What follows belongs to an exercise in optimizing a design on an open flow for a short achievable clock period and few clock cycles; a production flow would make more cautious choices. The RTL was checked by simulation tests, not by an equivalence proof against the original design. Power and IR drop assume default switching activity.

File: flow/design.v
module lc3_core (
    input  wire        clk,
    input  wire        rst,           
    output reg         mem_req,
    output reg         mem_we,
    output reg  [15:0] mem_addr,
    output reg  [15:0] mem_wdata,
    input  wire        mem_gnt,
    input  wire        mem_rvalid,
    input  wire [15:0] mem_rdata,
    output reg         kb_req,
    output reg         kb_wait,       
    input  wire        kb_ack,
    input  wire        kb_avail,
    input  wire [7:0]  kb_char,
    output reg         out_valid,
    output reg  [7:0]  out_char,
    input  wire        out_ready,
    output reg         halted,
    output reg         fatal,
    output reg  [15:0] fatal_instr
);
    localparam [15:0] START_PC = 16'h3000;
    localparam [15:0] KBSR     = 16'hFE00;
    localparam [15:0] KBDR     = 16'hFE02;
    localparam [2:0] PROMPT_LEN = 3'd2;
    localparam [2:0] NOTICE_LEN = 3'd5;
    function [7:0] prompt_byte(input [2:0] i);
        case (i)
            3'd0:    prompt_byte = 8'h3E;
            default: prompt_byte = 8'h20;
        endcase
    endfunction
    function [7:0] notice_byte(input [2:0] i);
        case (i)
            3'd0:    notice_byte = 8'h48;
            3'd1:    notice_byte = 8'h41;
            3'd2:    notice_byte = 8'h4C;
            3'd3:    notice_byte = 8'h54;
            default: notice_byte = 8'h0A;
        endcase
    endfunction
    localparam [4:0]
        S_FETCH     = 5'd0,
        S_DECODE    = 5'd1,
        S_EXEC      = 5'd2,
        S_RD_REQ    = 5'd3,
        S_RD_WAIT   = 5'd4,
        S_KB_POLL   = 5'd5,
        S_KB_WR     = 5'd6,
        S_WR_REQ    = 5'd7,
        S_LD_DONE   = 5'd8,
        S_LDI_PTR   = 5'd9,
        S_STI_PTR   = 5'd10,
        S_OUT       = 5'd11,
        S_GETC      = 5'd12,
        S_PROMPT    = 5'd13,
        S_IN_KEY    = 5'd14,
        S_IN_ECHO   = 5'd15,
        S_NOTICE    = 5'd16,
        S_SCAN      = 5'd17,
        S_SCAN_CHK  = 5'd18,
        S_SCAN_HI   = 5'd19,
        S_STOP      = 5'd20;
    localparam [3:0]
        OP_BR  = 4'd0,  OP_ADD = 4'd1,  OP_LD  = 4'd2,  OP_ST  = 4'd3,
        OP_JSR = 4'd4,  OP_AND = 4'd5,  OP_LDR = 4'd6,  OP_STR = 4'd7,
        OP_RTI = 4'd8,  OP_NOT = 4'd9,  OP_LDI = 4'd10, OP_STI = 4'd11,
        OP_JMP = 4'd12, OP_RES = 4'd13, OP_LEA = 4'd14, OP_TRAP = 4'd15;
    reg  [4:0]  state;
    reg  [4:0]  ret_state;      
    reg  [15:0] pc;
    reg  [15:0] ir;
    reg  [2:0]  cond;           
    reg  [15:0] regs [0:7];
    reg  [15:0] rd_addr;        
    reg  [15:0] rdata;          
    reg  [15:0] scan_addr;      
    reg  [7:0]  key;            
    reg  [2:0]  str_idx;        
    wire [3:0]  opcode = ir[15:12];
    wire [2:0]  dr     = ir[11:9];
    wire [2:0]  sr1    = ir[8:6];
    wire [2:0]  sr2    = ir[2:0];
    wire [15:0] imm5   = {{11{ir[4]}}, ir[4:0]};
    wire [15:0] off6   = {{10{ir[5]}}, ir[5:0]};
    wire [15:0] off9   = {{7{ir[8]}},  ir[8:0]};
    wire [15:0] off11  = {{5{ir[10]}}, ir[10:0]};
    wire [7:0]  vector = ir[7:0];
    wire [15:0] src1   = regs[sr1];
    wire [15:0] src2   = ir[5] ? imm5 : regs[sr2];
    wire [15:0] pc_off9 = pc + off9;
    function [2:0] flags(input [15:0] v);
        flags = v[15] ? 3'b100 : (v == 16'h0000) ? 3'b010 : 3'b001;
    endfunction
    integer i;
    always @(*) begin
        mem_req   = 1'b0;
        mem_we    = 1'b0;
        mem_addr  = rd_addr;
        mem_wdata = rdata;
        kb_req    = 1'b0;
        kb_wait   = 1'b0;
        out_valid = 1'b0;
        out_char  = 8'h00;
        case (state)
            S_RD_REQ: begin
                mem_req = (rd_addr != KBSR);
            end
            S_KB_POLL: begin
                kb_req = 1'b1;
            end
            S_KB_WR: begin
                mem_req   = 1'b1;
                mem_we    = 1'b1;
                mem_addr  = KBDR;
                mem_wdata = {8'h00, key};
            end
            S_WR_REQ: begin
                mem_req = 1'b1;
                mem_we  = 1'b1;
            end
            S_GETC, S_IN_KEY: begin
                kb_req  = 1'b1;
                kb_wait = 1'b1;
            end
            S_OUT: begin
                out_valid = 1'b1;
                out_char  = regs[0][7:0];
            end
            S_PROMPT: begin
                out_valid = 1'b1;
                out_char  = prompt_byte(str_idx);
            end
            S_IN_ECHO: begin
                out_valid = 1'b1;
                out_char  = key;
            end
            S_NOTICE: begin
                out_valid = 1'b1;
                out_char  = notice_byte(str_idx);
            end
            S_SCAN_CHK: begin
                out_valid = (rdata != 16'h0000);
                out_char  = rdata[7:0];
            end
            S_SCAN_HI: begin
                out_valid = 1'b1;
                out_char  = rdata[15:8];
            end
            default: ;
        endcase
    end
    always @(posedge clk) begin
        if (rst) begin
            state       <= S_FETCH;
            ret_state   <= S_FETCH;
            pc          <= START_PC;
            ir          <= 16'h0000;
            cond        <= 3'b010;
            rd_addr     <= 16'h0000;
            rdata       <= 16'h0000;
            scan_addr   <= 16'h0000;
            key         <= 8'h00;
            str_idx     <= 3'd0;
            halted      <= 1'b0;
            fatal       <= 1'b0;
            fatal_instr <= 16'h0000;
            for (i = 0; i < 8; i = i + 1)
                regs[i] <= 16'h0000;
        end else begin
            case (state)
                S_RD_REQ: begin
                    if (rd_addr == KBSR)
                        state <= S_KB_POLL;
                    else if (mem_gnt)
                        state <= S_RD_WAIT;
                end
                S_RD_WAIT: begin
                    if (mem_rvalid) begin
                        rdata <= mem_rdata;
                        state <= ret_state;
                    end
                end
                S_KB_POLL: begin
                    if (kb_ack) begin
                        if (kb_avail) begin
                            key   <= kb_char;
                            state <= S_KB_WR;
                        end else begin
                            rdata <= 16'h0000;
                            state <= ret_state;
                        end
                    end
                end
                S_KB_WR: begin
                    if (mem_gnt) begin
                        rdata <= 16'h8000;
                        state <= ret_state;
                    end
                end
                S_WR_REQ: begin
                    if (mem_gnt)
                        state <= S_FETCH;
                end
                S_FETCH: begin
                    rd_addr   <= pc;
                    ret_state <= S_DECODE;
                    state     <= S_RD_REQ;
                end
                S_DECODE: begin
                    ir    <= rdata;
                    pc    <= pc + 16'd1;
                    state <= S_EXEC;
                end
                S_EXEC: begin
                    state <= S_FETCH;
                    case (opcode)
                        OP_ADD: begin
                            regs[dr] <= src1 + src2;
                            cond     <= flags(src1 + src2);
                        end
                        OP_AND: begin
                            regs[dr] <= src1 & src2;
                            cond     <= flags(src1 & src2);
                        end
                        OP_NOT: begin
                            regs[dr] <= ~src1;
                            cond     <= flags(~src1);
                        end
                        OP_BR: begin
                            if ((ir[11] & cond[2]) | (ir[10] & cond[1]) | (ir[9] & cond[0]))
                                pc <= pc_off9;
                        end
                        OP_JMP: begin
                            pc <= src1;
                        end
                        OP_JSR: begin
                            regs[7] <= pc;
                            if (ir[11])
                                pc <= pc + off11;
                            else if (sr1 == 3'd7)
                                pc <= pc;           
                            else
                                pc <= src1;
                        end
                        OP_LEA: begin
                            regs[dr] <= pc_off9;
                            cond     <= flags(pc_off9);
                        end
                        OP_LD: begin
                            rd_addr   <= pc_off9;
                            ret_state <= S_LD_DONE;
                            state     <= S_RD_REQ;
                        end
                        OP_LDR: begin
                            rd_addr   <= src1 + off6;
                            ret_state <= S_LD_DONE;
                            state     <= S_RD_REQ;
                        end
                        OP_LDI: begin
                            rd_addr   <= pc_off9;
                            ret_state <= S_LDI_PTR;
                            state     <= S_RD_REQ;
                        end
                        OP_ST: begin
                            rd_addr <= pc_off9;
                            rdata   <= regs[dr];
                            state   <= S_WR_REQ;
                        end
                        OP_STR: begin
                            rd_addr <= src1 + off6;
                            rdata   <= regs[dr];
                            state   <= S_WR_REQ;
                        end
                        OP_STI: begin
                            rd_addr   <= pc_off9;
                            ret_state <= S_STI_PTR;
                            state     <= S_RD_REQ;
                        end
                        OP_TRAP: begin
                            regs[7] <= pc;
                            str_idx <= 3'd0;
                            case (vector)
                                8'h20: state <= S_GETC;
                                8'h21: state <= S_OUT;
                                8'h22, 8'h24: begin
                                    scan_addr <= regs[0];
                                    state     <= S_SCAN;
                                end
                                8'h23: state <= S_PROMPT;
                                8'h25: state <= S_NOTICE;
                                default: begin
                                    fatal       <= 1'b1;
                                    fatal_instr <= ir;
                                    state       <= S_STOP;
                                end
                            endcase
                        end
                        default: begin  
                            fatal       <= 1'b1;
                            fatal_instr <= ir;
                            state       <= S_STOP;
                        end
                    endcase
                end
                S_LD_DONE: begin
                    regs[dr] <= rdata;
                    cond     <= flags(rdata);
                    state    <= S_FETCH;
                end
                S_LDI_PTR: begin
                    rd_addr   <= rdata;
                    ret_state <= S_LD_DONE;
                    state     <= S_RD_REQ;
                end
                S_STI_PTR: begin
                    rd_addr <= rdata;
                    rdata   <= regs[dr];
                    state   <= S_WR_REQ;
                end
                S_OUT: begin
                    if (out_ready)
                        state <= S_FETCH;
                end
                S_GETC: begin
                    if (kb_ack && kb_avail) begin
                        regs[0] <= {8'h00, kb_char};
                        cond    <= flags({8'h00, kb_char});
                        state   <= S_FETCH;
                    end
                end
                S_PROMPT: begin
                    if (out_ready) begin
                        if (str_idx == PROMPT_LEN - 3'd1)
                            state <= S_IN_KEY;
                        else
                            str_idx <= str_idx + 3'd1;
                    end
                end
                S_IN_KEY: begin
                    if (kb_ack && kb_avail) begin
                        key   <= kb_char;
                        state <= S_IN_ECHO;
                    end
                end
                S_IN_ECHO: begin
                    if (out_ready) begin
                        regs[0] <= {8'h00, key};
                        cond    <= flags({8'h00, key});
                        state   <= S_FETCH;
                    end
                end
                S_NOTICE: begin
                    if (out_ready) begin
                        if (str_idx == NOTICE_LEN - 3'd1) begin
                            halted <= 1'b1;
                            state  <= S_STOP;
                        end else begin
                            str_idx <= str_idx + 3'd1;
                        end
                    end
                end
                S_SCAN: begin
                    rd_addr   <= scan_addr;
                    ret_state <= S_SCAN_CHK;
                    state     <= S_RD_REQ;
                end
                S_SCAN_CHK: begin
                    if (rdata == 16'h0000) begin
                        state <= S_FETCH;
                    end else if (out_ready) begin
                        if (vector == 8'h24 && rdata[15:8] != 8'h00) begin
                            state <= S_SCAN_HI;
                        end else begin
                            scan_addr <= scan_addr + 16'd1;
                            state     <= S_SCAN;
                        end
                    end
                end
                S_SCAN_HI: begin
                    if (out_ready) begin
                        scan_addr <= scan_addr + 16'd1;
                        state     <= S_SCAN;
                    end
                end
                S_STOP: ;
                default: state <= S_FETCH;
            endcase
        end
    end
endmodule
File: flow/run.sh
#!/bin/bash
# synth_recipe.tcl (not shown) runs the flow's synth.tcl, then flattens the netlist and writes it again
# the make line also repeats each setting of config.mk as NAME=value (left out here)
make -C /OpenROAD-flow-scripts/flow DESIGN_CONFIG=/design/flow/config.mk WORK_HOME=/design/flow/orfs CLKGATE_MAP_FILE= SYNTH_SCRIPT=/design/flow/synth_recipe.tcl finish
File: flow/config.mk
export PLATFORM = sky130hd
export DESIGN_NAME = lc3_core
export DESIGN_NICKNAME = lc3_core
export VERILOG_FILES = /design/flow/design.v
export SDC_FILE = /design/flow/constraint.sdc
export NUM_CORES = 4
export LEC_CHECK = 0
export CAP_MARGIN = 20
export CORE_MARGIN = 2
export CORE_UTILIZATION = 40
export PLACE_DENSITY = 0.6
export SLEW_MARGIN = 20
File: flow/constraint.sdc
create_clock -name core_clock -period 7.0 [get_ports {clk}]
set_input_delay 1.4000 -clock core_clock [delete_from_list [all_inputs] [get_ports {clk}]]
set_output_delay 1.4000 -clock core_clock [all_outputs]
set_load 0.01 [all_outputs]
==> results.sh <==
export IMPL_syn_cell_area_sq_um=18690
export IMPL_critical_path_class="reg -> reg"
export IMPL_r2r_end="regs[7][15]"
export IMPL_antenna_found_initial=1
export IMPL_drtIter0Drc=2246
export IMPL_critPathRequiredTime_ns=7.36
export IMPL_clkTransAtPathRegs_ns=0.07
export IMPL_synth_compound_area_share_pct=19.70
export IMPL_syn_num_nets=2157
export IMPL_setup_tns_final_ns=0
export IMPL_ys_seq_elements=258
export IMPL_gp_congestion=1.018
export IMPL_worstRegToRegCells=13
export IMPL_slew_limit_headroom_pct=22.93
export IMPL_postCtsHoldBufs=0
export IMPL_grt_max_degree=71
export IMPL_cts_buffers=30
export IMPL_synth_cell_types=82
export IMPL_period_needed_ns=5.107
export IMPL_synth_area_mux_share_pct=16.36
export IMPL_arrival_ns=5.46
export IMPL_synth_async_reset_ratio_pct=0
export IMPL_worst_pin_slew_ns=1.156
export IMPL_finClkSkew_ns=0.04572
export IMPL_finalSetupViolations=0
export IMPL_yosys_area_share_simple_pct=19.52
export IMPL_synth_xor_area_share_pct=1.875
export IMPL_yosysTopAreaCell="edfxtp_1"
export IMPL_die_w_um=220.2
export IMPL_leakagePower_uw=0.007507
export IMPL_syn_mean_instance_area_sq_um=9.055
export IMPL_overflow=0
export IMPL_p_comb_share_pct=45.1
export IMPL_cts_root_buffer="clkbuf_16"
export IMPL_detail_route_antenna_nets=0
export IMPL_cap_viol_max_count=0
export IMPL_yosysTopAreaCellShare_pct=20.57
export IMPL_grt_setup_unrepaired="false"
export IMPL_fp_dieArea_sq_um=48470
export IMPL_hold_path_end="fatal"
export IMPL_gr_usage_all_layers_pct=30.19
export IMPL_yosysMostFrequentCell="nor2_1"
export IMPL_met2_usage_pct=44.25
export IMPL_clk_latency_ns=0.62
export IMPL_start_util_pct=40.31
export IMPL_grt_use_met3_pct=7.973
export IMPL_end_kind="flop"
export IMPL_outcome="timing/DRC/antenna clean"
export IMPL_min_from="fatal"
export IMPL_maxSlewViolCount=0
export IMPL_cts_tree="yes"
export IMPL_ys_flop_type="dfxtp_1"
export IMPL_fin_util_pct=45.94
export IMPL_drc_errors=0
export IMPL_synth_edff_count=128
export IMPL_cts_path_max_buffers=3
export IMPL_start_kind="flop"
export IMPL_synth_cells=2064
export IMPL_wire_per_inst_um=27.09
export IMPL_fin_nets=2192
export IMPL_num_rows=79
export IMPL_p_clk_share_pct=23.4
export IMPL_drive_gt1_share_pct=11.78
export IMPL_internal_power_uw=3802
export IMPL_synth_top_family_by_area="compound AO/OA/AOI/OAI gates"
export IMPL_fp_dieH_um=220.2
export IMPL_wirelength_um=73940
export IMPL_post_dp_hpwl_um=53400
export IMPL_hold_path_depth=2
export IMPL_ys_seq_area_share_pct=34.49
export IMPL_swShare_pct=44.52
export IMPL_antenna_cells=0
export IMPL_powerDensity_nw_per_um2=321.8
export IMPL_nFillCells=4467
export IMPL_synth_common_cells="nor2_1, nand2_1, a21oi_1, dfxtp_1, edfxtp_1"
export IMPL_vias=17781
export IMPL_finalHoldViolCount=0
export IMPL_use_met1_pct=41.40
export IMPL_fmax_ghz=0.1958
export IMPL_syn_to_final_growth_pct=13.96
export IMPL_grt_pass1_vias=16714
export IMPL_yosys_warnings=1
export IMPL_io_pins=94
export IMPL_ir_drop_uv=253.4
export IMPL_fin_crit_sh_pct=72.95
export IMPL_seq_power_share_pct=31.5
export IMPL_first_pass_iters=5
export IMPL_critPathMaxFanout=19
export IMPL_viasPerCell=6.516
export IMPL_top_usage_layer="met2"
export IMPL_cts_resized=0
export IMPL_switchingPower_uw=3051
export IMPL_yosys_top_cells_area="edfxtp_1, dfxtp_1, mux4_2"
export IMPL_synth_fa_ha_area_share_pct=4.271
export IMPL_htree_levels=1
export IMPL_post_cts_buffers=0
export IMPL_clkSinkCount=258
export IMPL_portBuffers=93
export IMPL_core_area_sq_um=46360
export IMPL_hold_path_class="reg -> reg"
export IMPL_grt_pass1_wl_um=108900
export IMPL_rrSetupSlack_ns=1.89
-- how the worst max path moves through the flow --
stage,startpoint,slack [ns],to,cells past startpoint
floorplan,flop,2.42,regs[7][12],17
global placement,flop,1.98,regs[7][15],14
detailed placement,flop,1.93,regs[7][15],14
CTS,state[1],1.65,mem_wdata[3],4
global route,flop,1.54,regs[7][15],13
finish,flop,1.89,regs[7][15],13
-- state kept, by name (all words and copies together), names as in the netlist, named ones only --
| name | flops |
|---|---|
| regs | 128 |
| state | 5 |
| halted | 1 |
| key | 8 |
| fatal_instr | 16 |
| ir | 16 |
| scan_addr | 16 |
| pc | 16 |
| str_idx | 3 |
| rdata | 16 |
| ret_state | 4 |
| cond | 3 |
| rd_addr | 16 |
| fatal | 1 |
-- worst max-delay path, stage by stage, from the launching register on --
cell and delay [ns]:
dfxtp_2 0.79, mux4_2 0.59, mux2i_1 0.55, inv_1 0.16
ha_1 0.33, a211oi_1 0.34, o211a_1 0.23, or3_1 0.21
a211oi_2 0.14, o31a_1 0.31, o2111a_1 0.25, a2111oi_1 0.45
a2bb2oi_2 0.40, o21ai_1 0.09
-- routing by layer --
metal	routed length, um	part of all wire, %	vias up
met5	11	0.015	-
met4	4048	5.5	2
met3	8645	12	189
met2	31510	43	1060
met1	29720	40	8647
li1	-	-	7883
-- logic make-up (layout without fill, tap and decap cells) --
| group | count (synthesis) | count (layout) |
|---|---|---|
| AO/OA/AOI/OAI | 550 | 550 |
| flip-flops | 258 | 258 |
| multiplexers | 183 | 183 |
| XOR/XNOR | 40 | 40 |
| buffers and inverters | 182 | 240 |
| AND/OR/NAND/NOR | 789 | 789 |
| adder cells (fa/ha/maj) | 62 | 62 |
-- cell type report --
| cell class | instances | area, sq um | area share, % |
|---|---|---|---|
| clock buffer | 37 | 787.0 | 3.695 |
| sequential | 258 | 6450 | 30.28 |
| multi-input combinational | 1624 | 11610 | 54.53 |
| inverter | 38 | 142.6 | 0.6697 |
| timing repair buffer | 147 | 1345 | 6.315 |
| tap | 607 | 759.5 | 3.566 |
| clock inverter | 18 | 200.2 | 0.9400 |
-- layout by cell type, fill, tap and decap left out, types with 9 or more instances in the layout --
cell type        instances
nor2_1                 304
nand2_1                195
a21oi_1                150
edfxtp_1               128
dfxtp_1                127
o21ai_0                 97
mux4_2                  96
clkdlybuf4s50_1         92
mux2i_1                 67
nor3_1                  63
ha_1                    59
buf_4                   53
a211oi_1                43
inv_1                   36
nand3_1                 32
a22oi_1                 31
clkbuf_16               30
nor2b_1                 27
and2_1                  26
nand2b_1                25
a21o_1                  24
o211ai_1                21
mux2_2                  20
and3_1                  20
xor2_1                  20
xnor2_1                 20
nand4_1                 18
o22ai_1                 17
a311oi_1                17
a31oi_1                 16
or3_1                   14
a222oi_1                13
o21bai_1                12
a221oi_1                11
nor4_1                  11
o31ai_1                  9
-- per-stage QoR --
stage          total power [uW]  cells  hold slack [ns]  setup WS, ns  area, sq um
2_1_floorplan              3953   2064           0.4450         2.423        18690
3_3_place_gp               5132   2672           0.4511         1.982        20240
3_5_place_dp               5166   2672           0.4591         1.935        20260
4_1_cts                    6764   2727           0.4725         1.651        21240
5_1_grt                    7154   2729           0.5083         1.541        21300
6_report                   6853   2729           0.4679         1.893        21300
-- power by group through the flow --
stage | Combinational [uW] | Sequential [uW] | Clock, uW
global placement | 2980 | 2150 | 0
global route | 3320 | 2160 | 1670
finish | 3090 | 2160 | 1610
detailed placement | 3010 | 2160 | 0
CTS | 3020 | 2130 | 1620
floorplan | 2030 | 1920 | 0
Testbench counts, summed over its fixed seeds: cycles 307,132.

==> what the ideal ports hide <==
No port has a modelled driver above. Below, the same layout with a new extraction and two added sets of constraints.
Step 1, drivers: a clkbuf_16 drives clk and a buf_2 each remaining input, both assumed.
Step 2 adds t to the input delays and takes it off the output delays; t is the mean of the earliest and latest rising clock arrival at the registers after step 1. Input paths then give back, and output paths get back, about the clock's delay inside the block.
Three values: ideal ports, drivers, drivers and shift; two values: the first two.
t, ns: 0.649
setup slack, ns: 1.893 / 1.893 / 1.893
clock arrival spread, ns: 0.046 / 0.046
worst slew at a driven data input, ns: 0.09
cell pins on the clock port's net: 1
After both steps this run still meets setup and hold. The setup slack of this run moves by 0.000 ns with the drivers and by 0.000 ns with both steps.
